This is an optimization exercise on Yosys and OpenROAD, whose aim is small area, not a production implementation. In this exercise RTL edits were held to simulation tests only and were not proved equivalent to the original. Power is estimated from default activity; no workload was simulated.

**flow/design.v**
```verilog
module pwmcore (
    input  wire        clk,
    input  wire        rst,           
    input  wire        cmd_valid,
    input  wire [31:0] cmd_word,
    output reg         resp_valid,
    output wire [31:0] resp_word,
    input  wire [7:0]  ev_in,
    output wire [3:0]  pin_h,
    output wire [3:0]  pin_l,
    output wire        irq_fault,
    output wire [3:0]  irq_match,
    output wire        irq_ovf
);
    reg [15:0] period;
    reg        direction;       
    reg        mode;            
    reg [9:0]  div;
    reg        enabled;
    reg [15:0] cnt;
    reg        phase;
    reg [9:0]  q;               
    reg        eqp;             
    reg [15:0] max_duty;
    reg [15:0] active0, active1, active2, active3;
    reg [15:0] pending0, pending1, pending2, pending3;
    reg [3:0]  raw;
    reg [3:0]  e;               
    reg [7:0]  dt_low0, dt_low1, dt_low2, dt_low3;
    reg [7:0]  dt_high0, dt_high1, dt_high2, dt_high3;
    reg [7:0]  dt_cnt0, dt_cnt1, dt_cnt2, dt_cnt3;
    reg        fstate;          
    reg        forced;
    reg        restart;         
    reg        safe;
    reg [7:0]  evmask;
    reg [3:0]  match;
    reg        ovf;
    reg        faultif;
    reg        cfgerr;
    reg [7:0]  ev_prev;
    reg        r_ill, r_cfe;
    reg [15:0] r_data;
    function cmp16(input [15:0] a, input [15:0] b, input ci);
        integer i; reg c;
        begin
            c = ci;
            for (i = 0; i < 16; i = i + 1)
                c = (a[i] & ~b[i]) | (a[i] & c) | (~b[i] & c);
            cmp16 = c;
        end
    endfunction
    function cmp9(input [8:0] a, input [8:0] b, input ci);
        integer i; reg c;
        begin
            c = ci;
            for (i = 0; i < 9; i = i + 1)
                c = (a[i] & ~b[i]) | (a[i] & c) | (~b[i] & c);
            cmp9 = c;
        end
    endfunction
    function [8:0] add8(input [7:0] a, input [7:0] b);
        integer i; reg c; reg [8:0] s;
        begin
            c = 1'b0;
            for (i = 0; i < 8; i = i + 1) begin
                s[i] = a[i] ^ b[i] ^ c;
                c = (a[i] & b[i]) | (a[i] & c) | (b[i] & c);
            end
            s[8] = c;
            add8 = s;
        end
    endfunction
    function [7:0] dec8(input [7:0] a);
        integer i; reg b; reg [7:0] s;
        begin
            b = 1'b1;
            for (i = 0; i < 8; i = i + 1) begin
                s[i] = a[i] ^ b;
                b = b & ~a[i];
            end
            dec8 = s;
        end
    endfunction
    function [9:0] dec10(input [9:0] a);
        integer i; reg b; reg [9:0] s;
        begin
            b = 1'b1;
            for (i = 0; i < 10; i = i + 1) begin
                s[i] = a[i] ^ b;
                b = b & ~a[i];
            end
            dec10 = s;
        end
    endfunction
    function [15:0] step16(input [15:0] a, input up);
        integer i; reg c; reg [15:0] s;
        begin
            c = 1'b1;
            for (i = 0; i < 16; i = i + 1) begin
                s[i] = a[i] ^ c;
                c = c & ~(a[i] ^ up);
            end
            step16 = s;
        end
    endfunction
    wire [3:0]  op  = cmd_word[31:28];
    wire [3:0]  idx = cmd_word[27:24];
    wire [15:0] w   = cmd_word[15:0];
    wire op_car  = (op == 4'h1);
    wire op_max  = (op == 4'h2);
    wire op_dt   = (op == 4'h3);
    wire op_flt  = (op == 4'h4);
    wire op_start= (op == 4'h5);
    wire op_stop = (op == 4'h6);
    wire op_wr   = (op == 4'h7);
    wire op_rd   = (op == 4'h8);
    wire op_fire = (op == 4'h9);
    wire op_clr  = (op == 4'hA);
    wire op_stat = (op == 4'hB);
    wire op_flg  = (op == 4'hC);
    wire op_ack  = (op == 4'hD);
    wire z27_24 = ~|cmd_word[27:24];
    wire z23_17 = ~|cmd_word[23:17];
    wire z16    = ~cmd_word[16];
    wire z15_10 = ~|cmd_word[15:10];
    wire z9_8   = ~|cmd_word[9:8];
    wire z7_0   = ~|cmd_word[7:0];
    wire idx_hi = cmd_word[27] | cmd_word[26];
    wire z23_16 = z23_17 & z16;
    wire z27_0  = z27_24 & z23_16 & z15_10 & z9_8 & z7_0;
    wire illegal =
        op_max  ? ~(z27_24 & z23_16) :
        op_dt   ? ~z23_16 | idx_hi :
        op_flt  ? ~(z23_16 & z15_10 & z9_8) | cmd_word[25] | cmd_word[24] :
        op_wr   ? ~z23_16 | idx_hi :
        op_rd   ? ~(z23_17 & z15_10 & z9_8 & z7_0) | idx_hi :
        op_fire ? ~(z23_16 & z15_10 & z9_8 & z7_0) | cmd_word[27] :
        op_ack  ? ~(z27_24 & z23_16 & z15_10) :
        (op_start | op_stop | op_clr | op_stat | op_flg) ? ~z27_0 :
        ~op_car;
    wire w_gt_max = cmp16(w, max_duty, 1'b0);                  
    wire w_ge_per = cmp16(w, period, 1'b1);                   
    wire [8:0] dtc = add8(cmd_word[15:8], cmd_word[7:0]);
    wire dtc_bad = ~|period[15:9] & cmp9(dtc, period[8:0], 1'b1);          
    wire [8:0] s0 = add8(dt_low0, dt_high0);
    wire [8:0] s1 = add8(dt_low1, dt_high1);
    wire [8:0] s2 = add8(dt_low2, dt_high2);
    wire [8:0] s3 = add8(dt_low3, dt_high3);
    wire car_dt_bad = ~|w[15:9] & (cmp9(s0, w[8:0], 1'b1) | cmp9(s1, w[8:0], 1'b1) |
                                   cmp9(s2, w[8:0], 1'b1) | cmp9(s3, w[8:0], 1'b1));
    wire max_val_bad = cmp16(active0, w, 1'b0) | cmp16(active1, w, 1'b0) |
                       cmp16(active2, w, 1'b0) | cmp16(active3, w, 1'b0) |
                       cmp16(pending0, w, 1'b0) | cmp16(pending1, w, 1'b0) |
                       cmp16(pending2, w, 1'b0) | cmp16(pending3, w, 1'b0);
    wire w_zero = ~|w;
    wire cfg_error =
        op_car   ? enabled | w_zero | ~|cmd_word[25:16] | ~w_gt_max | car_dt_bad :
        op_max   ? enabled | w_ge_per | max_val_bad :
        op_dt    ? enabled | dtc_bad :
        op_flt   ? enabled :
        op_wr    ? w_gt_max :
        op_start ? cfgerr :
        1'b0;
    wire cmd_ok = cmd_valid & ~illegal & ~cfg_error;
    wire cmd_cfe = cmd_valid & ~illegal & cfg_error;
    wire do_car  = cmd_ok & op_car;
    wire do_max  = cmd_ok & op_max;
    wire do_dt   = cmd_ok & op_dt;
    wire do_flt  = cmd_ok & op_flt;
    wire do_start= cmd_ok & op_start;
    wire do_stop = cmd_ok & op_stop;
    wire do_wr   = cmd_ok & op_wr;
    wire do_fire = cmd_ok & op_fire;
    wire do_clr  = cmd_ok & op_clr;
    wire do_ack  = cmd_ok & op_ack;
    wire [3:0] sel = {idx[1:0] == 2'd3, idx[1:0] == 2'd2, idx[1:0] == 2'd1, idx[1:0] == 2'd0};
    reg [15:0] duty_rd;
    always @(*) begin
        case ({cmd_word[16], idx[1:0]})
            3'd0: duty_rd = active0;
            3'd1: duty_rd = active1;
            3'd2: duty_rd = active2;
            3'd3: duty_rd = active3;
            3'd4: duty_rd = pending0;
            3'd5: duty_rd = pending1;
            3'd6: duty_rd = pending2;
            default: duty_rd = pending3;
        endcase
    end
    wire [15:0] flags_word = {2'b00, fstate, enabled, forced, cfgerr, faultif, ovf,
                              4'b0000, match};
    wire [15:0] rd_data = ({16{op_rd}} & duty_rd) |
                          ({16{op_flg}} & flags_word) |
                          {15'd0, op_stat & fstate};
    wire en1 = do_start | (enabled & ~do_stop);
    wire fire_hit = do_fire & evmask[idx[2:0]];
    wire fstate1  = fire_hit | (fstate & ~do_clr);
    wire forced1  = (fire_hit & ~fstate) | forced;
    wire [7:0] evmask1 = do_flt ? cmd_word[7:0] : evmask;
    wire [3:0] match1 = do_ack ? (match & ~cmd_word[3:0]) : match;
    wire ovf1     = ovf & ~(do_ack & cmd_word[8]);
    wire faultif1 = (fire_hit & ~fstate) | (faultif & ~(do_ack & cmd_word[9]));
    wire [3:0] wr = {4{do_wr}} & sel;
    wire tick = en1 & (q == 10'd1);
    wire cz  = (cnt == 16'd0);
    wire c1  = (cnt == 16'd1);
    wire up_s = mode ? (direction ? (~phase & ~eqp) : (phase | cz)) : direction;
    wire [15:0] inc = step16(cnt, up_s);
    wire inc_eqp = (inc == period);
    wire bnd = mode ? (direction ? (~up_s & c1) : (up_s & inc_eqp))
                    : (direction ? eqp : cz);
    wire wrap = ~mode & bnd;
    wire [15:0] cnt_t = wrap ? (direction ? 16'd0 : period) : inc;
    wire phase_t = mode & ~bnd & (direction ? ~up_s : up_s);
    wire eqp_t = wrap ? ~direction : inc_eqp;
    wire tick_b = tick & bnd;
    wire fstate2 = fstate1 & ~(tick_b & restart);
    wire forced2 = forced1 & ~(tick_b & ~fstate2);
    wire [15:0] act [0:3];
    wire [15:0] pen [0:3];
    wire [7:0]  dlo [0:3];
    wire [7:0]  dhi [0:3];
    wire [7:0]  dtc_r [0:3];
    assign act[0] = active0;  assign act[1] = active1;  assign act[2] = active2;  assign act[3] = active3;
    assign pen[0] = pending0; assign pen[1] = pending1; assign pen[2] = pending2; assign pen[3] = pending3;
    assign dlo[0] = dt_low0;  assign dlo[1] = dt_low1;  assign dlo[2] = dt_low2;  assign dlo[3] = dt_low3;
    assign dhi[0] = dt_high0; assign dhi[1] = dt_high1; assign dhi[2] = dt_high2; assign dhi[3] = dt_high3;
    assign dtc_r[0] = dt_cnt0; assign dtc_r[1] = dt_cnt1; assign dtc_r[2] = dt_cnt2; assign dtc_r[3] = dt_cnt3;
    wire [3:0] e_t, r_t, hit;
    wire [7:0] dt_t [0:3];
    wire [3:0] e_c, r_c;
    genvar g;
    generate
        for (g = 0; g < 4; g = g + 1) begin : g_ch
            wire pz  = wr[g] ? w_zero : ~|pen[g];
            wire az  = ~|act[g];
            wire enb = (inc == act[g]);
            assign e_t[g] = bnd ? (direction & pz) : enb;
            assign r_t[g] = bnd ? (direction & ~pz) :
                            (up_s ? (raw[g] & ~enb) : (raw[g] | e[g]));
            assign hit[g] = e_t[g] & ~phase_t;
            wire dz = ~|dtc_r[g];
            assign dt_t[g] = (r_t[g] != raw[g]) ? (r_t[g] ? dhi[g] : dlo[g]) :
                             (dz ? 8'd0 : dec8(dtc_r[g]));
            assign e_c[g] = cmd_word[27] & az;
            assign r_c[g] = cmd_word[27] & ~az;
        end
    endgenerate
    wire ev_latch = (|(ev_in & ~ev_prev & evmask1)) & ~fstate2;
    always @(posedge clk) begin
        r_ill  <= illegal;
        r_cfe  <= ~illegal & cfg_error;
        r_data <= illegal ? 16'd0 : rd_data;
    end
    wire nr = ~rst;
    wire [15:0] wz = w & {16{nr}};
    wire [15:0] pend0_n = wr[0] ? wz : (pending0 & {16{nr}});
    wire [15:0] pend1_n = wr[1] ? wz : (pending1 & {16{nr}});
    wire [15:0] pend2_n = wr[2] ? wz : (pending2 & {16{nr}});
    wire [15:0] pend3_n = wr[3] ? wz : (pending3 & {16{nr}});
    wire ld_cnt = do_car | tick | rst;      
    wire clr_dt = do_car | rst;
    wire [15:0] cnt_n = (do_car ? (cmd_word[27] ? 16'd0 : w) : cnt_t) | {16{rst}};
    always @(posedge clk) begin
        ev_prev    <= ev_in & {8{nr}};
        resp_valid <= cmd_valid & nr;
        cfgerr     <= (cfgerr | cmd_cfe) & nr;
        enabled    <= en1 & nr;
        if (do_car | rst) begin
            period    <= w | {16{rst}};
            direction <= cmd_word[27] & nr;
            mode      <= cmd_word[26] & nr;
            div       <= {cmd_word[25:17] & {9{nr}}, cmd_word[16] | rst};
        end
        if (do_max | rst) max_duty <= wz;
        if ((do_dt & sel[0]) | rst) begin dt_low0 <= wz[15:8]; dt_high0 <= wz[7:0]; end
        if ((do_dt & sel[1]) | rst) begin dt_low1 <= wz[15:8]; dt_high1 <= wz[7:0]; end
        if ((do_dt & sel[2]) | rst) begin dt_low2 <= wz[15:8]; dt_high2 <= wz[7:0]; end
        if ((do_dt & sel[3]) | rst) begin dt_low3 <= wz[15:8]; dt_high3 <= wz[7:0]; end
        if (do_flt | rst) begin
            restart <= cmd_word[27] & nr;
            safe    <= cmd_word[26] & nr;
            evmask  <= cmd_word[7:0] & {8{nr}};
        end
        pending0 <= pend0_n;
        pending1 <= pend1_n;
        pending2 <= pend2_n;
        pending3 <= pend3_n;
        if (tick_b | rst) begin
            active0 <= pend0_n;
            active1 <= pend1_n;
            active2 <= pend2_n;
            active3 <= pend3_n;
        end
        if (ld_cnt) begin
            cnt   <= cnt_n;
            phase <= ~do_car & phase_t & nr;
            eqp   <= rst | (do_car ? ~cmd_word[27] : eqp_t);
            raw   <= (do_car ? r_c : r_t) & {4{nr}};
            e     <= (do_car ? e_c : e_t) & {4{nr}};
            dt_cnt0 <= dt_t[0] & {8{~clr_dt}};
            dt_cnt1 <= dt_t[1] & {8{~clr_dt}};
            dt_cnt2 <= dt_t[2] & {8{~clr_dt}};
            dt_cnt3 <= dt_t[3] & {8{~clr_dt}};
        end
        if (do_car | en1 | rst)
            q <= rst ? 10'd1 : (do_car ? cmd_word[25:16] : (tick ? div : dec10(q)));
        match   <= (tick ? (match1 | hit) : match1) & {4{nr}};
        ovf     <= (tick_b | ovf1) & nr;
        fstate  <= (ev_latch | fstate2) & nr;
        forced  <= (ev_latch | forced2) & nr;
        faultif <= (ev_latch | faultif1) & nr;
    end
    assign resp_word = {r_ill | r_cfe, 1'b0, r_ill, r_cfe, 12'd0, r_data};
    wire [3:0] dtz = {~|dt_cnt3, ~|dt_cnt2, ~|dt_cnt1, ~|dt_cnt0};
    assign pin_h = forced ? {4{safe}} : ({4{enabled}} &  raw & dtz);
    assign pin_l = forced ? {4{safe}} : ({4{enabled}} & ~raw & dtz);
    assign irq_fault = faultif;
    assign irq_match = match;
    assign irq_ovf   = ovf;
endmodule
```
**flow/flow/make_args.txt**
```
BUFFER_PORTS_ARGS=-buffer_cell sky130_fd_sc_hd__buf_1
CTS_ARGS=-sink_clustering_enable -repair_clock_nets -dont_use_dummy_load -sink_clustering_size 16 -sink_clustering_max_diameter 60 -buf_list sky130_fd_sc_hd__clkbuf_8
```
**flow/constraint.sdc**
```tcl
create_clock -name core_clock -period 12.0 [get_ports {clk}]
set_input_delay 2.4000 -clock core_clock [delete_from_list [all_inputs] [get_ports {clk}]]
set_output_delay 2.4000 -clock core_clock [all_outputs]
set_load 0.01 [all_outputs]
```
**flow/flow/run.sh**
```bash
#!/bin/bash
# Own layout flow: the standard flow (standard.sh) with these changes:
#  - the ABC step of synthesis uses an area-oriented script (flow/area.abc);
#  - extra ORFS make variables from flow/make_args.txt (one per line):
#    the port buffers' cell and the clock tree options.
# Synthesis passes, registers, floorplan, PDN, placement and routing are
# otherwise the standard flow's. Each tool's log is in orfs/logs/; make's
# own output is in own_flow.log.
set -euo pipefail
W=$(pwd)
{
  echo "proc abc {args} {"
  echo "  set i [lsearch -exact \$args -script]"
  echo "  if {\$i >= 0} { lset args [expr {\$i + 1}] {$W/flow/area.abc} }"
  echo "  yosys abc {*}\$args"
  echo "}"
  cat synth_recipe.tcl
} > own_synth.tcl
grep -q "SYNTH_SCRIPT=[^ ]*synth_recipe.tcl" standard.sh
sed "s#SYNTH_SCRIPT=[^ ]*synth_recipe.tcl#SYNTH_SCRIPT=$W/own_synth.tcl#" standard.sh > own_standard.sh
extra=()
if [[ -f flow/make_args.txt ]]; then
  while IFS= read -r line; do
    [[ -n "$line" ]] && extra+=("$line")
  done < flow/make_args.txt
fi
# standard.sh passes its own arguments to make as the targets; put the
# extra variables first, then the target.
bash own_standard.sh "${extra[@]}" finish > own_flow.log 2>&1
```
**flow/config.mk**
```make
export PLATFORM = sky130hd
export DESIGN_NAME = pwmcore
export DESIGN_NICKNAME = pwmcore
export VERILOG_FILES = /design/flow/design.v
export SDC_FILE = /design/flow/constraint.sdc
export NUM_CORES = 4
export LEC_CHECK = 0
export ABC_AREA = 1
export CAP_MARGIN = 30
export CORE_MARGIN = 2
export CORE_UTILIZATION = 50
export PLACE_DENSITY = 0.65
export SLEW_MARGIN = 20
```
**flow/standard.sh**
```bash
#!/bin/bash
# synth_recipe.tcl (not shown) runs the flow's synth.tcl, then flattens the netlist and writes it again
# the make line also repeats each setting of config.mk as NAME=value (left out here)
make -C /OpenROAD-flow-scripts/flow DESIGN_CONFIG=/design/flow/config.mk WORK_HOME=/design/flow/orfs CLKGATE_MAP_FILE= SYNTH_SCRIPT=/design/flow/synth_recipe.tcl "${@:-finish}"
```
**flow/flow/area.abc**
```
strash
dch -f
map -a
strash
dch -f
map -a
topo
stime -c
```
==> results.txt, run 1 <==
status -> finished clean
Slew @ Worst Pin -> 1.13 ns
PD cells -> 124 mW/mm2
crit path to -> dt_cnt2[5]$_DFFE_PP_
DRT Wirelength -> 75.2 mm
Combinational Power Share -> 20.5%
Flop pwr share -> 54.3%
top cells by area, synth -> edfxtp_1 39%, dfxtp_1 11%, clkinv_1 6.2%
Synth Area in Compound Gates -> 20.7%
worst hold path class -> reg -> reg
Post-DP HPWL -> 57.2 mm
Total Routing Usage GR -> 38.3%
clock share of power -> 25.1%
clock skew -> 0.0833 ns
root buf cell -> clkbuf_8
Post-Synthesis Cells -> 2,001
clock sinks -> 351
reg2reg setup slack -> 3.48 ns
max-slew violation count -> 0
Slowest-stage cell, CP -> buf_1
Final Critical Period -> 9.41 ns
Initial Util -> 50.8%
f_max -> 106 MHz
met1 WL -> 31.0 mm
adder-cell share of the synthesized area -> 6.13%
xor/xnor cell area share of the yosys netlist -> 4.20%
P&R area growth vs syn -> 10.4%
#FFs+latches synth -> 351
Max FO, Critical Path -> 9
Leakage -> 7.19 nW
CP required -> 12.36 ns
chip height -> 200 um
Hold-fix buffers, CTS -> 0
Hold Violations, Final -> 0
Avg Inst Size Synth -> 9.59 um2
max incr delay on CP -> 0.52 ns
Netlist cell types -> 39
most used cell, CP -> fa_1
Reg clk slew, reported paths -> 0.06 ns
prevailing post-synth register cell -> edfxtp_1
initial antenna violation count -> 2
max_cap viols -> 0
cell area after synthesis -> 0.0192 mm2
post-DR wirelength/cell -> 27.8 um
via count -> 17,750
CTS HTree Levels -> 2
cells resized by post-CTS repair -> 0
Synth top area share -> 39.1%
Reg-to-Reg Start -> cnt[5]$_DFFE_PP_
critical path class -> in -> reg
cell internal pwr -> 0.00182 W
critical path data arrival time -> 9.78 ns
row cnt -> 71
mux cell area share after synthesis -> 0%
ys async rst share -> 0%
port bufs -> 76
die width -> 200 um
# IOs -> 90
GP Congestion -> 1.01
worst vdd ir -> 0.0986 mV
r2r worst-path depth -> 40
number of vias per cell -> 6.56
CTS tree -> yes
postcts setup bufs -> 0
nets -> 2,310
TritonCTS Buffers -> 35
Critical Path Sink Type -> flop
Critical R2R Capture -> dt_cnt0[3]$_DFFE_PP_
maximum clock insertion buffer count -> 3
Switching Fraction -> 30.9%
crit share post-route -> 78.5%
setup TNS -> 0 ns
register area share after synthesis -> 49.7%
startpoint types -> primary input
first-pass GRT wire length -> 110 mm
max_slew headroom -> 23.8%
antenna viol nets, final -> 0
1st-pass router iterations -> 5
initial drt markers -> 2,654
P_sw -> 0.000812 W
highest metal used -> met5
unrepaired setup endpoints after global routing -> false
layout cell share with drive strength beyond 1 -> 6.80%
number of synthesized flops with an enable pin -> 250
length of routed met3 wiring -> 9.06 mm
largest net degree at the start of global routing -> 47
Skew-Pair Late Insertion Delay -> 0.64 ns
commonest non-fill, non-tap cell in the layout -> clkinv_1
DRC violations left -> 0
count of final setup violators -> 0
Worst setup startpoint -> cmd_word[0]
largest family of logic cells by synthesized area -> compound AO/OA/AOI/OAI gates
Placeable Area -> 0.0378 mm2
Die Area -> 0.0399 mm2
met2 routed WL -> 31.4 mm
simple-gate area share of the yosys netlist -> 12.5%
global route overflow -> 0
vias in the first global route -> 16,740
top cell type by total area after synthesis -> edfxtp_1
most frequent cells in the layout -> 316 x clkinv_1, 250 x edfxtp_1, 193 x nor2_1
synth warn -> 1
post-layout util -> 56.1%
registers in the layout, summed over array words and instances (netlist names), 10 cells and up:
register / count
max_duty: 16
active1: 16
pending0: 16
pending1: 16
period: 16
pending2: 16
div: 10
r_data: 16
active2: 16
active3: 16
q: 10
pending3: 16
cnt: 16
active0: 16
power by group through the flow:
stage                     logic (W)  registers (W)  clock network (W)
after floorplan            0.000334        0.00144                  0
after global placement     0.000516        0.00145                  0
after detailed placement   0.000524        0.00145                  0
after CTS                  0.000528        0.00143           0.000671
after global routing       0.000592        0.00144           0.000711
final                      0.000540        0.00143           0.000662
cell type report:
| type | count | area [um2] |
|---|---|---|
| antenna | 3 | 7.51 |
| clock buffer | 35 | 482 |
| fill | 3483 | 16600 |
| inverter | 318 | 1190 |
| multi-input combinational | 1329 | 8410 |
| sequential | 351 | 9530 |
| tap | 511 | 639 |
| timing repair buffer | 159 | 922 |
per-stage QoR:
step / cell area [um2] / hold slack (ns) / worst slack (ns) / std cells / total power [W]
after CTS: 21200 / 0.529 / 2.76 / 2702 / 0.00263
after global placement: 20600 / 0.512 / 2.28 / 2664 / 0.00197
after global routing: 21200 / 0.561 / 2.01 / 2703 / 0.00274
after floorplan: 19200 / 0.464 / 2.26 / 2013 / 0.00177
final: 21200 / 0.535 / 2.59 / 2706 / 0.00263
after detailed placement: 20700 / 0.517 / 2.12 / 2667 / 0.00198
routing by layer:
layer,vias to the layer above,global-route usage [%]
met1,8565,55.0
met2,1199,55.0
met3,210,8.62
met4,2,18.1
met5,-,0
li1,7774,-
how the worst min path moves through the flow:
stage	from	end	slack [ns]	depth (start not counted)
after floorplan	cfgerr$_DFF_P_	cfgerr$_DFF_P_	0.46	2
after global placement	pending1[2]$_DFF_P_	pending1[2]$_DFF_P_	0.51	2
after detailed placement	pending1[0]$_DFF_P_	pending1[0]$_DFF_P_	0.52	2
after CTS	pending1[0]$_DFF_P_	pending1[0]$_DFF_P_	0.53	2
after global routing	pending0[5]$_DFF_P_	pending0[5]$_DFF_P_	0.56	2
final	pending1[0]$_DFF_P_	pending1[0]$_DFF_P_	0.53	2
critical path, delay by kind of cell:
kind	cells	cell delay, ns
fa+ha+maj	8	2.89
buf+inv	5	1.23
compound gates	8	1.26
simple gates	8	1.97
synthesized netlist by cell type (8+ instances only):
| cell | instances |
|---|---|
| o2111ai_1 | 8 |
| o22ai_1 | 143 |
| xnor2_1 | 17 |
| a21oi_1 | 78 |
| a32o_1 | 12 |
| buf_4 | 15 |
| clkinv_1 | 318 |
| dfxtp_1 | 101 |
| ha_1 | 38 |
| a211oi_1 | 10 |
| nor4_1 | 38 |
| nand2_1 | 156 |
| o211ai_1 | 11 |
| nand4_1 | 37 |
| a31oi_1 | 11 |
| fa_1 | 35 |
| nor2_1 | 197 |
| o21ai_0 | 151 |
| nor3_1 | 43 |
| a221oi_1 | 40 |
| a22oi_1 | 71 |
| o221ai_1 | 39 |
| edfxtp_1 | 250 |
| xor2_1 | 75 |
| nand3_1 | 69 |
| a22o_2 | 11 |
kinds of logic (layout without fill, tap and decap cells):
kind of cell,Yosys count,in the layout
compound gates,605,605
simple gates,546,546
flops,351,351
buf+inv,333,512
xor+xnor,92,92
fa+ha+maj,73,73
other cells,1,16
==> inputs of run 2 (changes only) <==
--- a/flow/config.mk
+++ b/flow/config.mk
@@ -10,4 +10,4 @@
 export CORE_MARGIN = 2
-export CORE_UTILIZATION = 50
-export PLACE_DENSITY = 0.65
+export CORE_UTILIZATION = 65
+export PLACE_DENSITY = 0.75
 export SLEW_MARGIN = 20
==> run 2 against run 1 <==
Largest power group unchanged. Die area shrank 23%. Clock power down 8.2%. Sequential power hardly changed. Still clean. Wire length decreased by 4.1%. Non-clock buffer count fell by 4. Highest routed layer unchanged. Register-to-register slack worse by 1.1 ns. Clock skew fell by 0.032 ns. Worst hold slack gained 0.0021 ns. Sequential cell count unchanged. First-iteration DRC count is 26% higher. Core utilization grew 16 points.
==> results.txt, run 2 <==
WP buf/inv -> 7 (+2)
Initial Util -> 66.5% (+16 points)
Placed Cells -> 2,529 (-5.2%)
CTS HTree Levels -> 1 (-1)
clock sinks -> 351 (unchanged)
register area share after synthesis -> 49.7% (unchanged)
global routing usage on met1 -> 60.7% (+5.7 points)
Netlist cell types -> 39 (unchanged)
cell area after synthesis -> 0.0192 mm2 (unchanged)
layout cell share with drive strength beyond 1 -> 6.32% (-0.48 points)
initial antenna violation count -> 6 (+4)
CP required -> 12.22 ns (-0.14 ns)
clock skew -> 0.0509 ns (-0.0324 ns)
max incr delay on CP -> 0.75 ns (+0.23 ns)
CTS tree -> yes
# IOs -> 90 (unchanged)
PD cells -> 123 mW/mm2 (-0.63%)
P&R area growth vs syn -> 9.06%
Die Area -> 0.0309 mm2 (-23%)
crit share post-route -> 80.1% (+1.6 points)
critical path class -> reg -> reg
Slowest-stage cell, CP -> xor2_1
DRC violations left -> 0 (unchanged)
via count -> 18,523 (+4.4%)
critical path data arrival time -> 9.83 ns (+0.05 ns)
postcts setup bufs -> 0 (unchanged)
most used routing layer -> met2
setup TNS -> 0 ns (unchanged)
most frequent cells in the layout -> 317 x clkinv_1, 250 x edfxtp_1, 195 x nor2_1
Hold-fix buffers, CTS -> 0 (unchanged)
worst vdd ir -> 0.124 mV (+26%)
vias in the first global route -> 17,395 (+3.9%)
max-slew violation count -> 0 (unchanged)
startpoint types -> flop
number of synthesized flops with an enable pin -> 250 (unchanged)
unrepaired setup endpoints after global routing -> false
top cells by area, synth -> edfxtp_1 39%, dfxtp_1 11%, clkinv_1 6.2%
root buf cell -> clkbuf_8
Post-Synthesis Cells -> 2,001 (unchanged)
synth warn -> 1 (unchanged)
global-route track usage on met2 -> 69.0% (+14 points)
DRT Wirelength -> 72.1 mm (-4.1%)
cells resized by post-CTS repair -> 0 (unchanged)
most common library cells after synthesis -> 318 x clkinv_1, 250 x edfxtp_1, 197 x nor2_1
port bufs -> 76 (unchanged)
number of vias per cell -> 7.21 (+9.9%)
placed inst area -> 0.0204 mm2 (-1.2%)
Max FO, Critical Path -> 48 (+39)
largest net degree at the start of global routing -> 49 (+4.3%)
non-filler cells in the finished layout -> 2,570 (-5.0%)
Final Critical Period -> 9.61 ns (+0.193 ns)
1st-pass router iterations -> 8 (+3)
chip height -> 176 um (-12%)
worst hold path class -> reg -> reg
Tot Pwr -> 0.00258 W (-1.9%)
global route overflow -> 0 (unchanged)
max_slew headroom -> 33.8% (+10 points)
status -> finished clean
prevailing post-synth register cell -> edfxtp_1
count of final setup violators -> 0 (unchanged)
cell with the most instances after synthesis -> clkinv_1
die width -> 176 um (-12%)
commonest non-fill, non-tap cell in the layout -> clkinv_1
ys async rst share -> 0% (unchanged)
Reg clk slew, reported paths -> 0.09 ns (+0.03 ns)
row cnt -> 62 (-13%)
Critical Path Sink Type -> flop
post-DR wirelength/cell -> 28.0 um (+0.98%)
met3 usage -> 12.7% (+4.0 points)
first-pass GRT wire length -> 106 mm (-3.7%)
top cell type by total area after synthesis -> edfxtp_1
antenna viol nets, final -> 0 (unchanged)
Placeable Area -> 0.0289 mm2 (-24%)
Avg Inst Size Synth -> 9.59 um2 (unchanged)
Total Routing Usage GR -> 46.2% (+7.9 points)
TritonCTS Buffers -> 30 (-14%)
Hold Violations, Final -> 0 (unchanged)
nets -> 2,301 (-0.39%)
Slew @ Worst Pin -> 0.990 ns (-0.143 ns)
Crit path max-delay family -> simple AND/OR/NAND/NOR gates
Leakage -> 7.14 nW (-0.80%)
GP Congestion -> 1.10 (+8.5%)
max_cap viols -> 0 (unchanged)
initial drt markers -> 3,337 (+26%)
Post-DP HPWL -> 53.3 mm (-6.9%)
Final Instance Area -> 0.0209 mm2 (-1.2%)
Min Hold Slack -> 0.537 ns (+0.00214 ns)
most used cell, CP -> nor2_1
#FFs+latches synth -> 351 (unchanged)
f_max -> 104 MHz (-2.0%)
Skew-Pair Late Insertion Delay -> 0.64 ns (about the same)
maximum clock insertion buffer count -> 3 (unchanged)
Synth top area share -> 39.1% (unchanged)
## run 2: changes by cell type in the layout (fill, tap and decap cells not counted), sizes merged
cell / before / now
inv: 2 / 1
clkinv: 316 / 317
buf: 158 / 151
clkbuf: 36 / 34
## run 2: power by group
part	internal (W)	total, W	leakage [nW]	switching [W]
sequential	0.00137	0.00143	3.30	0.0000552
combinational	0.000182	0.000544	3.62	0.000362
clock	0.000222	0.000608	0.216	0.000386
total	0.00178	0.00258	7.14	0.000803
## run 2: per-stage QoR
step           setup WS [ns]  util, %
4_1_cts                 2.76     72.3
5_1_grt                 1.97     72.5
3_3_place_gp            2.29     70.7
3_5_place_dp            2.14     70.8
2_1_floorplan           2.26        -
6_report                2.39     72.5
## run 2: path summary, 6_finish.rpt
path / start / end / slack [ns] / cells past startpoint
worst max register to register: cnt[12]$_DFFE_PP_ / active2[1]$_DFFE_PP_ / 2.39 / 35
worst min register to register: pending2[11]$_DFF_P_ / pending2[11]$_DFF_P_ / 0.54 / 2
worst min-delay path: pending2[11]$_DFF_P_ / pending2[11]$_DFF_P_ / 0.54 / 2
worst max-delay path: cnt[12]$_DFFE_PP_ / active2[1]$_DFFE_PP_ / 2.39 / 35
## run 2: logic make-up after synthesis
group	share of synthesized area (%)
flops	49.7
compound gates	20.7
xor+xnor	4.20
other cells	0.0195
simple gates	12.5
fa+ha+maj	6.13
buf+inv	6.81
## run 2: tightest hold or removal path, cell delays in order, from the launching register on
cell and delay [ns]:
dfxtp_1 0.32, nand3_1 0.07, o21ai_0 0.09
## run 2: layout make-up
class	count	area, um2
Timing Repair Buffer	155	888
Antenna cell	3	7.51
Inverter	318	1190
Clock buffer	30	413
Tap cell	384	480
Sequential cell	351	9530
Multi-Input combinational cell	1329	8410
Fill cell	2187	7940
## run 2: metal layers
metal / vias up / share of wire [%] / wire length (um)
li1: 7745 / - / -
met1: 8602 / 34 / 24600
met2: 1761 / 42 / 30400
met3: 409 / 16 / 11300
met4: 6 / 8.0 / 5750
met5: - / 0.051 / 37
==> inputs of run 3 (changes only) <==
==> flow/flow/make_args.txt (replaced) <==
BUFFER_PORTS_ARGS=-buffer_cell sky130_fd_sc_hd__buf_1
CTS_ARGS=-sink_clustering_enable -repair_clock_nets -dont_use_dummy_load -sink_clustering_size 20 -sink_clustering_max_diameter 50 -buf_list sky130_fd_sc_hd__clkbuf_8
--- a/flow/config.mk
+++ b/flow/config.mk
@@ -10,4 +10,4 @@
 export CORE_MARGIN = 2
-export CORE_UTILIZATION = 65
-export PLACE_DENSITY = 0.75
+export CORE_UTILIZATION = 50
+export PLACE_DENSITY = 0.65
 export SLEW_MARGIN = 20
==> run 3 against run 2 <==
Still clean on timing, DRC and antenna. Non-clock buffer count grew 4. Total power grew 3.8%. Wire length grew 4.4%. Critical path depth shrank 6. Cell count grew 5.4%. Sequential cell count is the same. Via count shrank 4.1%. Final area grew 1.5%. Largest cell class unchanged.
==> results.txt, run 3 <==
synth warn -> 1 (unchanged)
first-pass GRT wire length -> 110 mm (+4.1%)
root buf cell -> clkbuf_8
Final Instance Area -> 0.0212 mm2 (+1.5%)
unrepaired setup endpoints after global routing -> false
antenna viol nets, final -> 0 (unchanged)
chip height -> 200 um (+14%)
DRC violations left -> 0 (unchanged)
number of synthesized flops with an enable pin -> 250 (unchanged)
setup TNS -> 0 ns (unchanged)
Critical Path Sink Type -> flop
cells resized by post-CTS repair -> 0 (unchanged)
Hold Violations, Final -> 0 (unchanged)
top cell type by total area after synthesis -> edfxtp_1
worst hold path startpoint -> pending1[0]$_DFF_P_
max_slew headroom -> 28.9% (-4.9 points)
f_max -> 106 MHz (+2.0%)
die width -> 200 um (+14%)
crit share post-route -> 78.5% (-1.5 points)
initial antenna violation count -> 3 (-3)
Slew @ Worst Pin -> 1.06 ns (+0.0667 ns)
Post-Synthesis Cells -> 2,001 (unchanged)
critical path data arrival time -> 9.81 ns (-0.02 ns)
vias in the first global route -> 16,784 (-3.5%)
Final WS setup -> 2.58 ns (+0.184 ns)
cell internal pwr -> 0.00185 W (+4.3%)
status -> finished clean
Switching Fraction -> 30.8% (-0.35 points)
initial drt markers -> 2,383 (-29%)
DRT Wirelength -> 75.2 mm (+4.4%)
Reg clk slew, reported paths -> 0.06 ns (-0.03 ns)
#FFs+latches synth -> 351 (unchanged)
global route overflow -> 0 (unchanged)
max-slew violation count -> 0 (unchanged)
commonest non-fill, non-tap cell in the layout -> clkinv_1
top cells by area, synth -> edfxtp_1 39%, dfxtp_1 11%, clkinv_1 6.2%
Reg-to-Reg Start -> cnt[5]$_DFFE_PP_
Final Critical Period -> 9.42 ns (-0.184 ns)
WHS Path Cells -> 2 (unchanged)
via count -> 17,770 (-4.1%)
clock sinks -> 351 (unchanged)
CTS HTree Levels -> 2 (+1)
PD cells -> 126 mW/mm2 (+2.2%)
ys async rst share -> 0% (unchanged)
Netlist cell types -> 39 (unchanged)
placed inst area -> 0.0207 mm2 (+1.2%)
# IOs -> 90 (unchanged)
Hold-fix buffers, CTS -> 0 (unchanged)
prevailing post-synth register cell -> edfxtp_1
largest net degree at the start of global routing -> 47 (-4.1%)
TritonCTS Buffers -> 40 (+33%)
nets -> 2,315 (+0.61%)
P&R area growth vs syn -> 10.7%
Total Routing Usage GR -> 38.3% (-7.9 points)
1st-pass router iterations -> 5 (-3)
cell with the most instances after synthesis -> clkinv_1
worst hold path class -> reg -> reg
postcts setup bufs -> 0 (unchanged)
startpoint types -> primary input
area occupied by multi-input gates -> 0.00841 mm2 (about the same)
# fillers -> 3,488 (+59%)
CP required -> 12.39 ns (+0.17 ns)
port bufs -> 76 (unchanged)
max incr delay on CP -> 0.52 ns (-0.23 ns)
max_cap viols -> 0 (unchanged)
Flop pwr share -> 53.4% (-2.0 points)
Die Area -> 0.0399 mm2 (+29%)
Synth top area share -> 39.1% (unchanged)
clock share of power -> 26.5% (+3.0 points)
reg2reg setup slack -> 3.51 ns (+1.12 ns)
Avg Inst Size Synth -> 9.59 um2 (unchanged)
most frequent cells in the layout -> 316 x clkinv_1, 250 x edfxtp_1, 193 x nor2_1
Max FO, Critical Path -> 9 (-81%)
Tot Pwr -> 0.00268 W (+3.8%)
r2r worst-path depth -> 40 (+14%)
Leakage -> 7.23 nW (+1.3%)
cell area after synthesis -> 0.0192 mm2 (unchanged)
clock skew -> 0.0877 ns (+0.0368 ns)
register area share after synthesis -> 49.7% (unchanged)
most common library cells after synthesis -> 318 x clkinv_1, 250 x edfxtp_1, 197 x nor2_1
row cnt -> 71 (+15%)
Initial Util -> 50.8% (-16 points)
worst slack, placed -> 2.12 ns (-0.0220 ns)
CTS tree -> yes
Combinational Power Share -> 20.2% (-0.9 points)
post-layout util -> 56.3% (-16 points)
Skew-Pair Late Insertion Delay -> 0.66 ns (+0.02 ns)
post-DR wirelength/cell -> 27.8 um (-1.0%)
Post-DP HPWL -> 57.2 mm (+7.4%)
Slowest-stage cell, CP -> buf_1
Reg area -> 0.00953 mm2 (unchanged)
Hold Path Sink -> pending1[0]$_DFF_P_
maximum clock insertion buffer count -> 3 (unchanged)
count of final setup violators -> 0 (unchanged)
critical path class -> in -> reg
P_sw -> 0.000824 W (+2.6%)
layout cell share with drive strength beyond 1 -> 7.01% (+0.69 points)
Placeable Area -> 0.0378 mm2 (+31%)
GP Congestion -> 1.01 (-7.8%)
number of vias per cell -> 6.56 (-9.0%)
worst vdd ir -> 0.102 mV (-18%)
most used cell, CP -> fa_1
Critical R2R Capture -> dt_cnt0[3]$_DFFE_PP_
## run 3: cell counts after synthesis
Identical to the previous run, type by type.
## run 3: critical path, delay by kind of cell
kind,cells,cell delay (ns)
AOI/OAI and AO/OA,8,1.27
and+or+nand+nor,8,1.97
adders and majority gates,8,2.91
buffers and inverters,5,1.23
## run 3: metal layers
metal | global-route usage (%) | vias up | routed length (um)
met5 | 0 | - | 35
met4 | 18.7 | 4 | 3860
met3 | 9.11 | 229 | 9420
met2 | 54.9 | 1188 | 31200
met1 | 54.6 | 8562 | 30700
li1 | - | 7787 | -
## run 3: cells by family (layout without fill, tap and decap cells)
logic type	count (synthesis)	after routing	synth area share, %
xor+xnor	92	92	4.20
simple gates	546	546	12.5
buf+inv	333	517	6.81
flops	351	351	49.7
other cells	1	14	0.0195
fa+ha+maj	73	73	6.13
compound gates	605	605	20.7
## run 3: per-stage QoR
stage,hold slack [ns],cells
after global routing,0.556,2708
after global placement,0.512,2664
after floorplan,0.464,2013
after detailed placement,0.517,2667
after CTS,0.529,2707
final,0.530,2709
## run 3: power by group through the flow
| stage | Clock (W) | Combinational [W] | Sequential [W] |
|---|---|---|---|
| 2_1_floorplan | 0 | 0.000334 | 0.00144 |
| 3_3_place_gp | 0 | 0.000516 | 0.00145 |
| 3_5_place_dp | 0 | 0.000524 | 0.00145 |
| 4_1_cts | 0.000716 | 0.000528 | 0.00143 |
| 5_1_grt | 0.000758 | 0.000592 | 0.00144 |
| 6_report | 0.000709 | 0.000540 | 0.00143 |
## run 3: how the worst max path moves through the flow
| stage | slack [ns] | to | from | cells past startpoint |
|---|---|---|---|---|
| 6_report | 2.58 | dt_cnt2[5]$_DFFE_PP_ | cmd_word[0] | 29 |
| 3_5_place_dp | 2.12 | dt_cnt2[3]$_DFFE_PP_ | cmd_word[0] | 29 |
| 4_1_cts | 2.77 | dt_cnt2[3]$_DFFE_PP_ | cmd_word[0] | 29 |
| 5_1_grt | 2.03 | dt_cnt2[4]$_DFFE_PP_ | cmd_word[0] | 30 |
| 2_1_floorplan | 2.26 | phase$_DFFE_PP_ | cmd_word[2] | 20 |
| 3_3_place_gp | 2.28 | dt_cnt0[0]$_DFFE_PP_ | cmd_word[0] | 29 |
## run 3: final cells by class
type	count	share of cell area, %
diodes	1	0.0118
clock buffers	40	2.59
inverters	318	5.62
multi-input cells	1329	39.6
flip-flops and latches	351	44.9
well taps	511	3.01
repair buffers	159	4.34
==> inputs of run 4 (changes only) <==
--- a/flow/design.v
+++ b/flow/design.v
@@ -73,6 +73,6 @@
     endfunction
-    function [7:0] dec8(input [7:0] a);
+    function [7:0] dec8(input [7:0] a, input bi);
         integer i; reg b; reg [7:0] s;
         begin
-            b = 1'b1;
+            b = bi;
             for (i = 0; i < 8; i = i + 1) begin
@@ -84,6 +84,6 @@
     endfunction
-    function [9:0] dec10(input [9:0] a);
+    function [9:0] dec10(input [9:0] a, input bi);
         integer i; reg b; reg [9:0] s;
         begin
-            b = 1'b1;
+            b = bi;
             for (i = 0; i < 10; i = i + 1) begin
@@ -95,6 +95,6 @@
     endfunction
-    function [15:0] step16(input [15:0] a, input up);
+    function [15:0] step16(input [15:0] a, input up, input ci);
         integer i; reg c; reg [15:0] s;
         begin
-            c = 1'b1;
+            c = ci;
             for (i = 0; i < 16; i = i + 1) begin
@@ -195,3 +195,4 @@
                           {15'd0, op_stat & fstate};
-    wire en1 = do_start | (enabled & ~do_stop);
+    wire en1 = (cmd_valid & op_start & ~illegal & ~cfgerr) |
+               (enabled & ~(cmd_valid & op_stop & ~illegal));
     wire fire_hit = do_fire & evmask[idx[2:0]];
@@ -205,2 +206,3 @@
     wire tick = en1 & (q == 10'd1);
+    wire clr_dt = do_car | rst;
     wire cz  = (cnt == 16'd0);
@@ -208,3 +210,3 @@
     wire up_s = mode ? (direction ? (~phase & ~eqp) : (phase | cz)) : direction;
-    wire [15:0] inc = step16(cnt, up_s);
+    wire [15:0] inc = step16(cnt, up_s, tick);    
     wire inc_eqp = (inc == period);
@@ -213,3 +215,3 @@
     wire wrap = ~mode & bnd;
-    wire [15:0] cnt_t = wrap ? (direction ? 16'd0 : period) : inc;
+    wire [15:0] cnt_t = (tick & wrap) ? (direction ? 16'd0 : period) : inc;
     wire phase_t = mode & ~bnd & (direction ? ~up_s : up_s);
@@ -243,4 +245,5 @@
             wire dz = ~|dtc_r[g];
-            assign dt_t[g] = (r_t[g] != raw[g]) ? (r_t[g] ? dhi[g] : dlo[g]) :
-                             (dz ? 8'd0 : dec8(dtc_r[g]));
+            wire ld = tick & (r_t[g] ^ raw[g]);
+            wire [7:0] hl = raw[g] ? dlo[g] : dhi[g];
+            assign dt_t[g] = clr_dt ? 8'd0 : (ld ? hl : dec8(dtc_r[g], tick & ~dz));
             assign e_c[g] = cmd_word[27] & az;
@@ -261,5 +264,4 @@
     wire [15:0] pend3_n = wr[3] ? wz : (pending3 & {16{nr}});
-    wire ld_cnt = do_car | tick | rst;      
-    wire clr_dt = do_car | rst;
     wire [15:0] cnt_n = (do_car ? (cmd_word[27] ? 16'd0 : w) : cnt_t) | {16{rst}};
+    wire ld_st = do_car | tick | rst;       
     always @(posedge clk) begin
@@ -295,4 +297,9 @@
         end
-        if (ld_cnt) begin
-            cnt   <= cnt_n;
+        cnt <= cnt_n;
+        dt_cnt0 <= dt_t[0];
+        dt_cnt1 <= dt_t[1];
+        dt_cnt2 <= dt_t[2];
+        dt_cnt3 <= dt_t[3];
+        q <= rst ? 10'd1 : (do_car ? cmd_word[25:16] : (tick ? div : dec10(q, en1)));
+        if (ld_st) begin
             phase <= ~do_car & phase_t & nr;
@@ -301,9 +308,3 @@
             e     <= (do_car ? e_c : e_t) & {4{nr}};
-            dt_cnt0 <= dt_t[0] & {8{~clr_dt}};
-            dt_cnt1 <= dt_t[1] & {8{~clr_dt}};
-            dt_cnt2 <= dt_t[2] & {8{~clr_dt}};
-            dt_cnt3 <= dt_t[3] & {8{~clr_dt}};
         end
-        if (do_car | en1 | rst)
-            q <= rst ? 10'd1 : (do_car ? cmd_word[25:16] : (tick ? div : dec10(q)));
         match   <= (tick ? (match1 | hit) : match1) & {4{nr}};
==> flow/flow/make_args.txt (replaced) <==
BUFFER_PORTS_ARGS=-buffer_cell sky130_fd_sc_hd__buf_1
CTS_ARGS=-sink_clustering_enable -repair_clock_nets -dont_use_dummy_load -sink_clustering_size 16 -sink_clustering_max_diameter 60 -buf_list sky130_fd_sc_hd__clkbuf_8
==> run 4 against run 3 <==
Still clean. Sequential cell count is the same. First-iteration DRC count shrank 6.9%. Count of clock-buffer cells in the layout shrank 6. Critical endpoint is now dt_cnt1[3]$_SDFF_PP0_. Global-route usage grew 0.33 points. Wire length grew 0.73%. Cell count grew 3.1%. Largest power group unchanged. Sequential share of layout area shrank 1.7 points. Fmax shrank 15%.
==> results.txt, run 4 <==
Reg clk slew, reported paths -> 0.10 ns (+0.04 ns)
initial antenna violation count -> 1 (-2)
max_cap viols -> 0 (unchanged)
Final Instance Area -> 0.0207 mm2 (-2.4%)
Total Routing Usage GR -> 38.7% (+0.33 points)
Slowest-stage cell, CP -> nor4_1
status -> finished clean
Hold Violations, Final -> 0 (unchanged)
global route overflow -> 0 (unchanged)
Placeable Area -> 0.0375 mm2 (-0.71%)
Post-DP HPWL -> 56.5 mm (-1.3%)
clock skew -> 0.0536 ns (-0.0341 ns)
Die Area -> 0.0394 mm2 (-1.4%)
1st-pass router iterations -> 6 (+1)
worst hold path class -> reg -> reg
Hold-fix buffers, CTS -> 0 (unchanged)
most common library cells after synthesis -> 343 x clkinv_1, 198 x nor2_1, 192 x edfxtp_1
clock share of power -> 26.6% (about the same)
DRC violations left -> 0 (unchanged)
first-pass GRT wire length -> 110 mm (-0.50%)
mux cell area share after synthesis -> 0% (unchanged)
Synth top area share -> 30.5% (-8.7 points)
# IOs -> 90 (unchanged)
Initial Util -> 50.5% (-0.35 points)
P_sw -> 0.000729 W (-12%)
CTS HTree Levels -> 2 (unchanged)
cell with the most instances after synthesis -> clkinv_1
crit share post-route -> 92.2% (+14 points)
adder-cell share of the synthesized area -> 6.54% (+0.40 points)
Flop pwr share -> 56.4% (+3.0 points)
Final WS setup -> 0.939 ns (-1.64 ns)
top cells by area, synth -> edfxtp_1 30%, dfxtp_1 17%, clkinv_1 6.8%
prevailing post-synth register cell -> edfxtp_1
post-DR wirelength/cell -> 27.1 um (-2.3%)
antenna viol nets, final -> 0 (unchanged)
top cell type by total area after synthesis -> edfxtp_1
via count -> 18,153 (+2.2%)
max-slew violation count -> 0 (unchanged)
vias in the first global route -> 16,735 (-0.29%)
unrepaired setup endpoints after global routing -> false
clock sinks -> 351 (unchanged)
ys async rst share -> 0% (unchanged)
startpoint types -> primary input
chip height -> 199 um (-0.69%)
largest net degree at the start of global routing -> 65 (+38%)
die width -> 199 um (-0.69%)
# fillers -> 3,532 (+1.3%)
initial drt markers -> 2,219 (-6.9%)
root buf cell -> clkbuf_8
most frequent cells in the layout -> 341 x clkinv_1, 193 x nor2_1, 192 x edfxtp_1
placed inst area -> 0.0202 mm2 (-2.1%)
#FFs+latches synth -> 351 (unchanged)
Leakage -> 7.04 nW (-2.6%)
register area share after synthesis -> 47.3% (-2.4 points)
cells resized by post-CTS repair -> 0 (unchanged)
max_slew headroom -> 22.2% (-6.7 points)
commonest non-fill, non-tap cell in the layout -> clkinv_1
Final Critical Period -> 11.06 ns (+1.64 ns)
f_max -> 90.4 MHz (-15%)
maximum clock insertion buffer count -> 3 (unchanged)
layout cell share with drive strength beyond 1 -> 5.04% (-2.0 points)
setup TNS -> 0 ns (unchanged)
Synth Area in Compound Gates -> 23.9% (+3.2 points)
row cnt -> 71 (unchanged)
CTS tree -> yes
number of synthesized flops with an enable pin -> 192 (-23%)
xor/xnor cell area share of the yosys netlist -> 2.45% (-1.7 points)
cell internal pwr -> 0.00171 W (-7.9%)
CP required -> 12.52 ns (+0.13 ns)
Post-Synthesis Cells -> 2,112 (+5.5%)
count of final setup violators -> 0 (unchanged)
GP Congestion -> 1.01 (-0.31%)
Switching Fraction -> 29.9% (-0.86 points)
DRT Wirelength -> 75.8 mm (+0.73%)
Slew @ Worst Pin -> 1.14 ns (+0.0814 ns)
Combinational Power Share -> 17.0% (-3.2 points)
Placed Cells -> 2,756 (+3.3%)
Skew-Pair Late Insertion Delay -> 0.62 ns (-0.04 ns)
worst slack, placed -> 0.660 ns (-1.46 ns)
Avg Inst Size Synth -> 8.96 um2 (-6.6%)
number of vias per cell -> 6.50 (-0.88%)
nets -> 2,402 (+3.8%)
synth warn -> 1 (unchanged)
simple-gate area share of the yosys netlist -> 12.4% (-0.12 points)
cell area after synthesis -> 0.0189 mm2 (-1.4%)
critical path data arrival time -> 11.59 ns (+1.78 ns)
critical path class -> in -> reg
Netlist cell types -> 43 (+10%)
postcts setup bufs -> 0 (unchanged)
largest family of logic cells by synthesized area -> compound AO/OA/AOI/OAI gates
non-filler cells in the finished layout -> 2,792 (+3.1%)
port bufs -> 76 (unchanged)
post-layout util -> 55.3% (-0.98 points)
P&R area growth vs syn -> 9.56%
worst vdd ir -> 0.110 mV (+7.3%)
Critical Path Sink Type -> flop
TritonCTS Buffers -> 34 (-15%)
Max FO, Critical Path -> 13 (+4)
PD cells -> 118 mW/mm2 (-6.7%)
max incr delay on CP -> 0.76 ns (+0.24 ns)
-- run 4: changes by cell type in the layout (fill, tap and decap cells not counted), sizes merged, moves of 14 or more --
cell / previous run / this run
a21boi: 0 / 16
o221ai: 39 / 24
nand2: 156 / 170
a21oi: 78 / 184
clkinv: 316 / 341
xor2: 75 / 40
a22oi: 71 / 99
nand4: 37 / 22
o22ai: 143 / 118
buf: 158 / 136
dfxtp: 101 / 159
o21ai: 151 / 183
edfxtp: 250 / 192
-- run 4: area by class of cell --
class                      count  area (um2)  share of cell area, %
antenna                        1        2.50                 0.0121
inverter                     343        1290                   6.21
multi-input combinational   1415        8630                   41.6
tap                          511         639                   3.08
sequential                   351        8950                   43.2
timing repair buffer         137         752                   3.63
clock buffer                  34         468                   2.26
-- run 4: critical path: cells and delay by family --
kind / cells / cell delay [ns]
buffers and inverters: 6 / 1.01
XOR/XNOR: 1 / 0.67
AO/OA/AOI/OAI: 14 / 1.96
AND/OR/NAND/NOR: 17 / 5.52
-- run 4: cells by family (layout without fill, tap and decap cells) --
logic type / count (synthesis) / in the layout
adders and majority gates: 78 / 78
AOI/OAI and AO/OA: 732 / 732
xor gates and xnor gates: 53 / 53
and+or+nand+nor: 539 / 539
buffers and inverters: 358 / 514
other: 1 / 14
DFF: 351 / 351
-- run 4: power by group through the flow --
stage               combinational [W]  sequential, W  clock [W]
floorplan                    0.000248        0.00138          0
global placement             0.000398        0.00140          0
detailed placement           0.000401        0.00140          0
CTS                          0.000404        0.00137   0.000660
global route                 0.000450        0.00138   0.000694
finish                       0.000415        0.00137   0.000648
-- run 4: path summary, 6_finish.rpt --
kind / slack (ns) / end / depth (start not counted) / startpoint
max: 0.94 / dt_cnt1[3]$_SDFF_PP0_ / 38 / cmd_word[17]
min: 0.52 / match[3]$_DFF_P_ / 2 / match[3]$_DFF_P_
max reg2reg: 3.10 / dt_cnt1[3]$_SDFF_PP0_ / 35 / cnt[10]$_DFF_P_
min reg2reg: 0.52 / match[3]$_DFF_P_ / 2 / match[3]$_DFF_P_
-- run 4: metal layers --
layer	track usage (%)	routed length (um)
met4	17.9	3760
met2	57.1	31700
met5	0	13
met1	54.5	31300
met3	8.31	8940
-- run 4: through the flow --
stage / power, W / hold slack, ns
floorplan: 0.00163 / 0.443
global placement: 0.00180 / 0.490
detailed placement: 0.00180 / 0.497
CTS: 0.00244 / 0.516
global route: 0.00252 / 0.544
finish: 0.00244 / 0.522
==> inputs of run 5 (changes only) <==
--- a/flow/config.mk
+++ b/flow/config.mk
@@ -10,4 +10,4 @@
 export CORE_MARGIN = 2
-export CORE_UTILIZATION = 50
-export PLACE_DENSITY = 0.65
+export CORE_UTILIZATION = 60
+export PLACE_DENSITY = 0.7
 export SLEW_MARGIN = 20
==> run 5 against run 4 <==
Cell count fell by 3.8%. Fmax up 3.3%. Clock skew is 0.060 ns higher. Critical endpoint is now dt_cnt1[5]$_SDFF_PP0_. Largest cell class unchanged. Highest routed layer unchanged.
==> results.txt, run 5 <==
status -> finished clean
DRC violations left -> 0 (unchanged)
Reg clk slew, reported paths -> 0.09 ns (about the same)
most common library cells after synthesis -> 343 x clkinv_1, 198 x nor2_1, 192 x edfxtp_1
Post-DP HPWL -> 55.1 mm (-2.5%)
root buf cell -> clkbuf_8
crit share post-route -> 89.2% (-2.9 points)
f_max -> 93.4 MHz (+3.3%)
setup TNS -> 0 ns (unchanged)
Die Area -> 0.0330 mm2 (-16%)
critical path class -> in -> reg
PD cells -> 116 mW/mm2 (-1.5%)
simple-gate area share of the yosys netlist -> 12.4% (unchanged)
CTS tree -> yes
startpoint types -> primary input
cell with the most instances after synthesis -> clkinv_1
commonest non-fill, non-tap cell in the layout -> clkinv_1
most frequent cells in the layout -> 341 x clkinv_1, 195 x nor2_1, 192 x edfxtp_1
maximum clock insertion buffer count -> 3 (unchanged)
Synth Area in Compound Gates -> 23.9% (unchanged)
initial antenna violation count -> 1 (unchanged)
xor/xnor cell area share of the yosys netlist -> 2.45% (unchanged)
postcts setup bufs -> 0 (unchanged)
Final Critical Period -> 10.71 ns (-0.352 ns)
P&R area growth vs syn -> 8.80%
mux cell area share after synthesis -> 0% (unchanged)
#FFs+latches synth -> 351 (unchanged)
clock skew -> 0.114 ns (+0.0603 ns)
Reg area -> 0.00895 mm2 (unchanged)
Initial Util -> 60.4% (+10 points)
Placeable Area -> 0.0313 mm2 (-16%)
Slew @ Worst Pin -> 1.09 ns (-0.0465 ns)
Tot Pwr -> 0.00238 W (-2.2%)
Hold-fix buffers, CTS -> 0 (unchanged)
r2r worst-path depth -> 34 (-2.9%)
TritonCTS Buffers -> 30 (-12%)
max incr delay on CP -> 0.70 ns (-0.06 ns)
cells resized by post-CTS repair -> 0 (unchanged)
Slowest-stage cell, CP -> nor4_1
Leakage -> 7.04 nW (about the same)
Avg Inst Size Synth -> 8.96 um2 (unchanged)
number of synthesized flops with an enable pin -> 192 (unchanged)
1st-pass router iterations -> 6 (unchanged)
GP Congestion -> 1.06 (+5.2%)
antenna viol nets, final -> 0 (unchanged)
clock sinks -> 351 (unchanged)
area occupied by multi-input gates -> 0.00862 mm2 (about the same)
global route overflow -> 0 (unchanged)
largest net degree at the start of global routing -> 77 (+18%)
die width -> 182 um (-8.5%)
max-slew violation count -> 0 (unchanged)
count of final setup violators -> 0 (unchanged)
prevailing post-synth register cell -> edfxtp_1
Hold Violations, Final -> 0 (unchanged)
layout cell share with drive strength beyond 1 -> 5.04% (about the same)
CP required -> 12.59 ns (+0.07 ns)
register area share after synthesis -> 47.3% (unchanged)
row cnt -> 65 (-8.5%)
Max FO, Critical Path -> 13 (unchanged)
top cell type by total area after synthesis -> edfxtp_1
largest family of logic cells by synthesized area -> compound AO/OA/AOI/OAI gates
Netlist cell types -> 43 (unchanged)
post-DR wirelength/cell -> 27.2 um (+0.41%)
nets -> 2,404 (+0.083%)
placed inst area -> 0.0201 mm2 (-0.53%)
DRT Wirelength -> 73.2 mm (-3.4%)
Final Instance Area -> 0.0206 mm2 (-0.70%)
worst vdd ir -> 0.165 mV (+50%)
chip height -> 182 um (-8.5%)
worst hold path class -> reg -> reg
max_cap viols -> 0 (unchanged)
Synth top area share -> 30.5% (unchanged)
via count -> 18,373 (+1.2%)
synth warn -> 1 (unchanged)
CTS HTree Levels -> 1 (-1)
number of vias per cell -> 6.84 (+5.2%)
Critical Path Sink Type -> flop
initial drt markers -> 2,721 (+23%)
ys async rst share -> 0% (unchanged)
Post-Synthesis Cells -> 2,112 (unchanged)
port bufs -> 76 (unchanged)
cell area after synthesis -> 0.0189 mm2 (unchanged)
max_slew headroom -> 27.0% (+4.8 points)
adder-cell share of the synthesized area -> 6.54% (unchanged)
# fillers -> 2,660 (-25%)
# IOs -> 90 (unchanged)
Min Hold Slack -> 0.507 ns (-0.0141 ns)
unrepaired setup endpoints after global routing -> false
first-pass GRT wire length -> 107 mm (-2.1%)
reg2reg setup slack -> 3.43 ns (+0.33 ns)
Total Routing Usage GR -> 43.9% (+5.2 points)
Skew-Pair Late Insertion Delay -> 0.67 ns (+0.05 ns)
WHS Path Cells -> 2 (unchanged)
vias in the first global route -> 17,229 (+3.0%)
critical path data arrival time -> 11.29 ns (-0.30 ns)
top cells by area, synth -> edfxtp_1 30%, dfxtp_1 17%, clkinv_1 6.8%
post-layout util -> 65.7% (+10 points)
run 5: cell count changes in the layout (fill, tap and decap cells not counted), sizes merged:
cell    change
buf         +6
clkbuf      -4
clkinv      +1
diode       +1
inv         -1
run 5: final timing paths:
kind	to	from
setup reg to reg	dt_cnt1[5]$_SDFF_PP0_	cnt[14]$_DFF_P_
hold / removal	cfgerr$_DFF_P_	cfgerr$_DFF_P_
hold reg to reg	cfgerr$_DFF_P_	cfgerr$_DFF_P_
setup / recovery	dt_cnt1[5]$_SDFF_PP0_	cmd_word[17]
run 5: cell families after synthesis:
logic type | after synthesis
compound gates | 732
xor+xnor | 53
fa+ha+maj | 78
buf+inv | 358
flops | 351
other cells | 1
simple gates | 539
run 5: layout make-up:
type / count / share of cell area, %
Sequential cell: 351 / 43.5
Tap cell: 402 / 2.44
Timing Repair Buffer: 143 / 3.88
Clock buffer: 30 / 2.01
Inverter: 343 / 6.26
Multi-Input combinational cell: 1415 / 41.9
Antenna cell: 2 / 0.0243
run 5: critical path: cells and delay by family:
| kind | cells | cell delay, ns |
|---|---|---|
| AND/OR/NAND/NOR | 18 | 4.89 |
| AO/OA/AOI/OAI | 10 | 1.93 |
| buffers and inverters | 8 | 1.48 |
| XOR/XNOR | 1 | 0.56 |
run 5: stage by stage:
step	instances	worst slack (ns)
2_1_floorplan	2124	1.58
3_3_place_gp	2649	1.28
3_5_place_dp	2652	0.961
4_1_cts	2682	1.62
5_1_grt	2684	0.647
6_report	2686	1.29
run 5: per-layer routing:
layer | vias up | track usage (%) | part of all wire, %
met1 | 8606 | 61.9 | 39
met4 | 2 | 19.7 | 5.3
met2 | 1483 | 62.6 | 41
met3 | 266 | 13.3 | 15
li1 | 8016 | - | -
met5 | - | 0 | 0.016
run 5: where the power goes:
| part | internal (W) | leakage (nW) | switching (W) |
|---|---|---|---|
| combinational | 0.000133 | 3.64 | 0.000283 |
| clock | 0.000221 | 0.216 | 0.000371 |
| sequential | 0.00132 | 3.19 | 0.0000530 |
| total | 0.00168 | 7.04 | 0.000707 |
==> inputs of run 6 (changes only) <==
==> flow/flow/area.abc (replaced) <==
strash
&get -n
&deepsyn -T 60
&put
dch -f
map -a
strash
dch -f
map -a
topo
stime -c
--- a/flow/config.mk
+++ b/flow/config.mk
@@ -8,3 +8,3 @@
 export ABC_AREA = 1
-export CAP_MARGIN = 30
+export CAP_MARGIN = 20
 export CORE_MARGIN = 2
==> run 6 against run 5 <==
Still clean. Critical path depth is 3 higher. Clock skew fell by 0.050 ns. Cell count fell by 5.4%. Register-to-register slack got worse by 0.35 ns. Core utilization down 0.18 points. Non-clock buffer count down 27. Via count decreased by 2.8%. Sequential share of layout area up 1.4 points. First-iteration DRC count is 14% higher. Sequential cell count unchanged. Wire length shrank 4.3%. Critical endpoint is now dt_cnt1[7]$_SDFF_PP0_.
==> results.txt, run 6 <==
status -> finished clean
max_slew headroom -> 23.3% (-3.7 points)
crit share post-route -> 92.4% (+3.1 points)
CP required -> 12.48 ns (-0.11 ns)
ys async rst share -> 0% (unchanged)
WHS Path Cells -> 2 (unchanged)
CTS HTree Levels -> 2 (+1)
Post-DP HPWL -> 52.6 mm (-4.5%)
P&R area growth vs syn -> 8.15%
placed inst area -> 0.0195 mm2 (-3.4%)
cells resized by post-CTS repair -> 0 (unchanged)
f_max -> 90.2 MHz (-3.4%)
max-slew violation count -> 0 (unchanged)
DRT Wirelength -> 70.1 mm (-4.3%)
post-DR wirelength/cell -> 27.6 um (+1.1%)
Reg clk slew, reported paths -> 0.10 ns (about the same)
synth warn -> 1 (unchanged)
Placed Cells -> 2,507 (-5.5%)
most frequent cells in the layout -> 356 x clkinv_1, 198 x nand2_1, 192 x edfxtp_1
Final Critical Period -> 11.08 ns (+0.374 ns)
max incr delay on CP -> 0.60 ns (-0.10 ns)
Min Hold Slack -> 0.497 ns (-0.0101 ns)
die width -> 179 um (-1.2%)
Max FO, Critical Path -> 13 (unchanged)
Combinational Power Share -> 14.7% (-2.8 points)
1st-pass router iterations -> 9 (+3)
Hold Violations, Final -> 0 (unchanged)
critical path data arrival time -> 11.56 ns (+0.27 ns)
first-pass GRT wire length -> 102 mm (-5.3%)
top cells by area, synth -> edfxtp_1 31%, dfxtp_1 17%, clkinv_1 7.3%
Reg-to-Reg Start -> dt_low2[0]$_DFFE_PP_
row cnt -> 64 (-1.5%)
Leakage -> 6.68 nW (-5.2%)
Post-Synthesis Cells -> 1,999 (-5.4%)
r2r worst-path depth -> 24 (-29%)
global route overflow -> 0 (unchanged)
Hold Path Sink -> q[3]$_SDFF_PP0_
Crit path max-delay family -> compound AO/OA/AOI/OAI gates
Critical R2R Capture -> dt_cnt2[5]$_SDFF_PP0_
maximum clock insertion buffer count -> 3 (unchanged)
Initial Util -> 60.6% (+0.20 points)
register area share after synthesis -> 48.5% (+1.2 points)
count of final setup violators -> 0 (unchanged)
cell internal pwr -> 0.00168 W (about the same)
largest net degree at the start of global routing -> 65 (-16%)
Avg Inst Size Synth -> 9.23 um2 (+3.0%)
Slowest-stage cell, CP -> o31ai_2
initial antenna violation count -> 2 (+1)
reg2reg setup slack -> 3.08 ns (-0.35 ns)
via count -> 17,864 (-2.8%)
# IOs -> 90 (unchanged)
critical path class -> in -> reg
Final Instance Area -> 0.0199 mm2 (-3.1%)
Switching Fraction -> 28.8% (-0.85 points)
port bufs -> 76 (unchanged)
vias in the first global route -> 16,393 (-4.9%)
non-filler cells in the finished layout -> 2,542 (-5.4%)
CTS tree -> yes
unrepaired setup endpoints after global routing -> false
antenna viol nets, final -> 0 (unchanged)
worst vdd ir -> 0.125 mV (-24%)
most common library cells after synthesis -> 357 x clkinv_1, 199 x nand2_1, 192 x edfxtp_1
Netlist cell types -> 41 (-4.7%)
clock sinks -> 351 (unchanged)
PD cells -> 118 mW/mm2 (+1.9%)
#FFs+latches synth -> 351 (unchanged)
worst slack, placed -> 0.0785 ns (-0.882 ns)
cell with the most instances after synthesis -> clkinv_1
number of synthesized flops with an enable pin -> 192 (unchanged)
startpoint types -> primary input
clock skew -> 0.0643 ns (-0.0496 ns)
Total Routing Usage GR -> 43.5% (-0.42 points)
Critical Path Sink Type -> flop
chip height -> 179 um (-1.2%)
cell area after synthesis -> 0.0184 mm2 (-2.5%)
prevailing post-synth register cell -> edfxtp_1
Flop pwr share -> 57.6% (about the same)
nets -> 2,268 (-5.7%)
DRC violations left -> 0 (unchanged)
P_sw -> 0.000678 W (-4.1%)
Skew-Pair Late Insertion Delay -> 0.58 ns (-0.09 ns)
worst hold path startpoint -> div[3]$_DFFE_PP_
GP Congestion -> 1.09 (+2.2%)
worst hold path class -> reg -> reg
top cell type by total area after synthesis -> edfxtp_1
Placeable Area -> 0.0304 mm2 (-2.8%)
Die Area -> 0.0322 mm2 (-2.4%)
Slew @ Worst Pin -> 1.15 ns (+0.0550 ns)
commonest non-fill, non-tap cell in the layout -> clkinv_1
postcts setup bufs -> 0 (unchanged)
initial drt markers -> 3,095 (+14%)
root buf cell -> clkbuf_8
Hold-fix buffers, CTS -> 0 (unchanged)
most used cell, CP -> clkinv_1
ANT cells -> 0 (-2)
Final WS setup -> 0.918 ns (-0.374 ns)
Synth top area share -> 31.3% (+0.78 points)
WP buf/inv -> 8 (unchanged)
setup TNS -> 0 ns (unchanged)
TritonCTS Buffers -> 34 (+13%)
max_cap viols -> 0 (unchanged)
layout cell share with drive strength beyond 1 -> 4.75% (-0.29 points)
clock share of power -> 27.7% (+2.9 points)
number of vias per cell -> 7.03 (+2.7%)
-- run 6: kinds of logic (layout without fill, tap and decap cells) --
family                     after synthesis  in the layout  share of synthesized area [%]
AOI/OAI and AO/OA                      659            659                           23.5
and+or+nand+nor                        503            503                           11.7
buffers and inverters                  372            507                           7.88
DFF                                    351            351                           48.5
adders and majority gates               77             77                           6.65
xor gates and xnor gates                36             36                           1.71
other                                    1             13                         0.0203
-- run 6: worst max path at each step --
stage	from	endpoint	slack [ns]	cells past startpoint
final	cmd_word[12]	dt_cnt1[7]$_SDFF_PP0_	0.92	40
after global routing	cmd_word[12]	dt_cnt1[7]$_SDFF_PP0_	0.13	40
after CTS	cmd_word[13]	dt_cnt1[7]$_SDFF_PP0_	0.64	40
after detailed placement	cmd_word[13]	dt_cnt1[7]$_SDFF_PP0_	0.08	40
after global placement	cmd_word[13]	dt_cnt0[7]$_SDFF_PP0_	0.64	41
after floorplan	cmd_word[10]	active0[0]$_DFFE_PP_	2.28	35
-- run 6: layout make-up --
cell class / instances / area, um2
flip-flops and latches: 351 / 8950
inverters: 357 / 1340
well taps: 396 / 495
repair buffers: 116 / 584
multi-input cells: 1288 / 8110
fillers: 2554 / 10500
clock buffers: 34 / 468
-- run 6: tightest hold or removal path, stage by stage, from the launching register on --
cell	delay (ns)
edfxtp_1	0.32
a22oi_1	0.07
o21ai_0	0.07
-- run 6: power by group through the flow --
stage,clock network (W),logic (W),registers (W)
after floorplan,0,0.000204,0.00136
after global placement,0,0.000325,0.00138
after detailed placement,0,0.000328,0.00138
after CTS,0.000647,0.000331,0.00135
after global routing,0.000687,0.000371,0.00136
final,0.000652,0.000347,0.00136
-- run 6: per-layer routing --
metal / GRT usage (%) / routed length (um) / vias to the layer above
met5: 0 / 0 / -
met4: 20.7 / 4040 / 0
met3: 14.5 / 11700 / 274
met2: 57.7 / 27100 / 1553
met1: 63.5 / 27200 / 8372
li1: - / - / 7665
-- run 6: metrics by stage --
step	power [W]	utilization, %
finish	0.00236	65.5
floorplan	0.00157	-
detailed placement	0.00171	64.0
global route	0.00242	65.5
CTS	0.00233	65.5
global placement	0.00170	64.0

Setup slack of run 6, layout unchanged: 0.918 ns with ideal ports, 0.944 ns with driving cells assumed (clock clkbuf_16, inputs buf_2), 0.341 ns with port delays also shifted by the 0.603 ns mid clock arrival.
